This design comes from an exercise in tuning for small area, a short achievable clock period and few clock cycles on the open sky130 flow, not from production work. RTL that was checked went through simulation tests only; none was proved equivalent to the original. Power is estimated from default activity; no workload was simulated.

// vcore
module vcore (
    input  wire        clk,
    input  wire        rst,
    input  wire        mode_no_site_id,
    input  wire        mode_spad_mon,
    input  wire        mode_bs_relaxed,
    input  wire        cfg_valid,
    input  wire [11:0] cfg_def,
    output reg  [2:0]  cfg_err,
    output reg  [2:0]  nmod,
    output reg  [7:0]  frame_words,
    input  wire        in_valid,
    output wire        in_ready,
    input  wire [31:0] in_data,
    output reg         res_valid,
    output reg  [1:0]  res_mod,
    output reg         res_ok,
    output reg         res_es,
    output reg  [5:0]  res_ec,
    output reg  [6:0]  res_spad_chg,
    output reg         res_bs_ran,
    output reg         res_bs_disc,
    output reg  [1:0]  res_aux_chg,
    output reg  [31:0] res_seq
);
    localparam NMOD   = 4;
    localparam MAGIC  = 32'hE5E5E5E5;
    localparam NSP    = 28;              
    integer k;
    function succ32(input [31:0] a, input [31:0] b);
        reg [31:0] x;
        reg        r;
        integer    i;
        begin
            x = a ^ b;
            r = x[0];
            for (i = 1; i < 32; i = i + 1) r = r & (!x[i] | x[i-1]);
            for (i = 0; i < 31; i = i + 1) r = r & (!x[i] | (x[i+1] ? !a[i] : a[i]));
            succ32 = r;
        end
    endfunction
    reg nsi_q, bsr_q;
  ...
==> flow/config.mk <==
export PLATFORM = sky130hd
export DESIGN_NAME = vcore
export DESIGN_NICKNAME = vcore
export VERILOG_FILES = /design/flow/design.v
export SDC_FILE = /design/flow/constraint.sdc
export NUM_CORES = 4
export LEC_CHECK = 0
export CAP_MARGIN = 20
export CORE_MARGIN = 2
export CORE_UTILIZATION = 60
export CTS_CLUSTER_DIAMETER = 80
export CTS_CLUSTER_SIZE = 30
export SLEW_MARGIN = 20
==> flow/constraint.sdc <==
create_clock -name core_clock -period 10.0 [get_ports {clk}]
set_input_delay 2.0000 -clock core_clock [delete_from_list [all_inputs] [get_ports {clk}]]
set_output_delay 2.0000 -clock core_clock [all_outputs]
set_load 0.01 [all_outputs]
standard.sh (not shown) runs the stock make flow with config.mk's settings and CLKGATE_MAP_FILE= SYNTH_SCRIPT=/design/flow/synth_recipe.tcl, a recipe that flattens the netlist after the stock synthesis.
==> flow/flow/run.sh <==
#!/bin/bash
set -euo pipefail
bash standard.sh SETUP_SLACK_MARGIN=7.0 'BUFFER_PORTS_ARGS=-buffer_cell sky130_fd_sc_hd__buf_2' finish > standard.log 2>&1
The first run completed without violations.
Rerun with:
Settings changed: CTS_CLUSTER_DIAMETER 80 to 60, CTS_CLUSTER_SIZE 30 to 24.
The changed run finished clean.
Cell count is higher by a few percent.
Clock power rose by well over a third.
Final area is higher by a few percent.
Utilization rose by 2.3 points.
Routed wire length climbs by a few percent.
Setup slack is about the same.
No functional check of the RTL was part of any run of this note.

========
Setup of JK:
Another version of the RTL of vcore (not shown whole).
Size in the first run: roughly 1,800 flip-flops.
clock: 10.0 ns
lec_check: 0
cap_margin: 20
core_margin: 2
core_utilization: 60
cts_cluster_diameter: 80
cts_cluster_size: 30
slew_margin: 20
==> flow/flow/run.sh <==
#!/bin/bash
set -euo pipefail
bash standard.sh SETUP_SLACK_MARGIN=6.8 'BUFFER_PORTS_ARGS=-buffer_cell sky130_fd_sc_hd__buf_2' finish > standard.log 2>&1
Testbench counts of JK, summed over its fixed seeds: cycles 58,256.
Here is what was changed in the inputs of MS compared with JK.
Settings: CORE_UTILIZATION now 40, was 60.
==> flow/flow/run.sh <==
#!/bin/bash
set -euo pipefail
bash standard.sh SETUP_SLACK_MARGIN=7.0 'BUFFER_PORTS_ARGS=-buffer_cell sky130_fd_sc_hd__buf_2' finish > standard.log 2>&1
--- outcome ---
MS can be clocked slower than JK.
Changes observed in MS relative to JK: fraction of layout cells with a size suffix above 1 increased by 3.5 points relative to the old numbers, global-route wire length before repair increased by 5.5% relative to the old numbers.
Relative to MS, the following input files were edited for AL:
Settings: CORE_UTILIZATION now 60, was 40; TNS_END_PERCENT now 10, previously not set.
Results
- Comparing MS and AL, the higher clock network fraction of design power was measured on MS.
- Arrival time at the worst endpoint (lower): MS
- As of AL, via count had fallen slightly compared to MS.
- Y dimension of the die, MS and AL, lower one = AL.
- Non-clock buffer count of AL falls short of that of MS by more than 10%.
- Compared to MS, the router laid down less metal wire for AL.
- Between MS and AL, the die area is higher for MS.
- AL reports a lower layout buffering overhead excluding clock cells than MS does.
diff inputs: AL => TR
Settings: TNS_END_PERCENT no longer set, was 10.
[summary]
TR: flow completed, timing, DRC and antenna clean. [compare] base=AL new=TR: detailed-routed wire length on met3 now sits lower; worst hold slack stayed essentially flat; wire length of the first global-routing pass essentially unchanged; final standard cell area without fillers rose 1100 um2. Final setup violation count: AL vs TR identical. Diff AL -> TR: highest net fanout along the worst path lower, depth of the critical timing path with buffers and inverters included lower, total combinational power higher.

==> port drivers added, routing unchanged <==
The results above use ideal ports. As a check the final layouts listed here were re-extracted and re-timed, cells and wires unchanged. Step 1 sets driving cells, clkbuf_16 on the clock port and buf_2 on the other inputs (assumed; they add their load-dependent delay and slew). Step 2 adds t to the input delays and takes it off the output delays; t is the mean of the earliest and latest rising clock arrival at the registers after step 1. Input paths then give back, and output paths get back, about the clock's delay inside the block. a / b / c = ideal / step 1 / step 2; a / b = the first two.
| run | shift t [ns] | setup slack, ns | worst register clock-pin slew, ns | worst data-port slew with drivers (ns) |
|---|---|---|---|---|
| the first run of note 1 | 0.746 | 5.819 / 5.819 / 5.819 | 0.11 / 0.11 | 0.09 |
| the second run of note 1 | 0.787 | 5.820 / 5.820 / 5.820 | 0.09 / 0.09 | 0.10 |
| JK | 0.743 | 6.806 / 6.753 / 6.125 | 0.11 / 0.11 | 0.09 |
| MS | 0.786 | 6.768 / 6.696 / 6.189 | 0.12 / 0.12 | 0.08 |
| AL | 0.757 | 6.759 / 6.742 / 6.038 | 0.12 / 0.12 | 0.07 |
| TR | 0.738 | 6.826 / 6.755 / 6.181 | 0.12 / 0.12 | 0.06 |
After both steps setup and hold are still met in every run listed. The setup slack of AL, which loses most, moves by -0.017 ns with the drivers and by -0.721 ns with both steps.
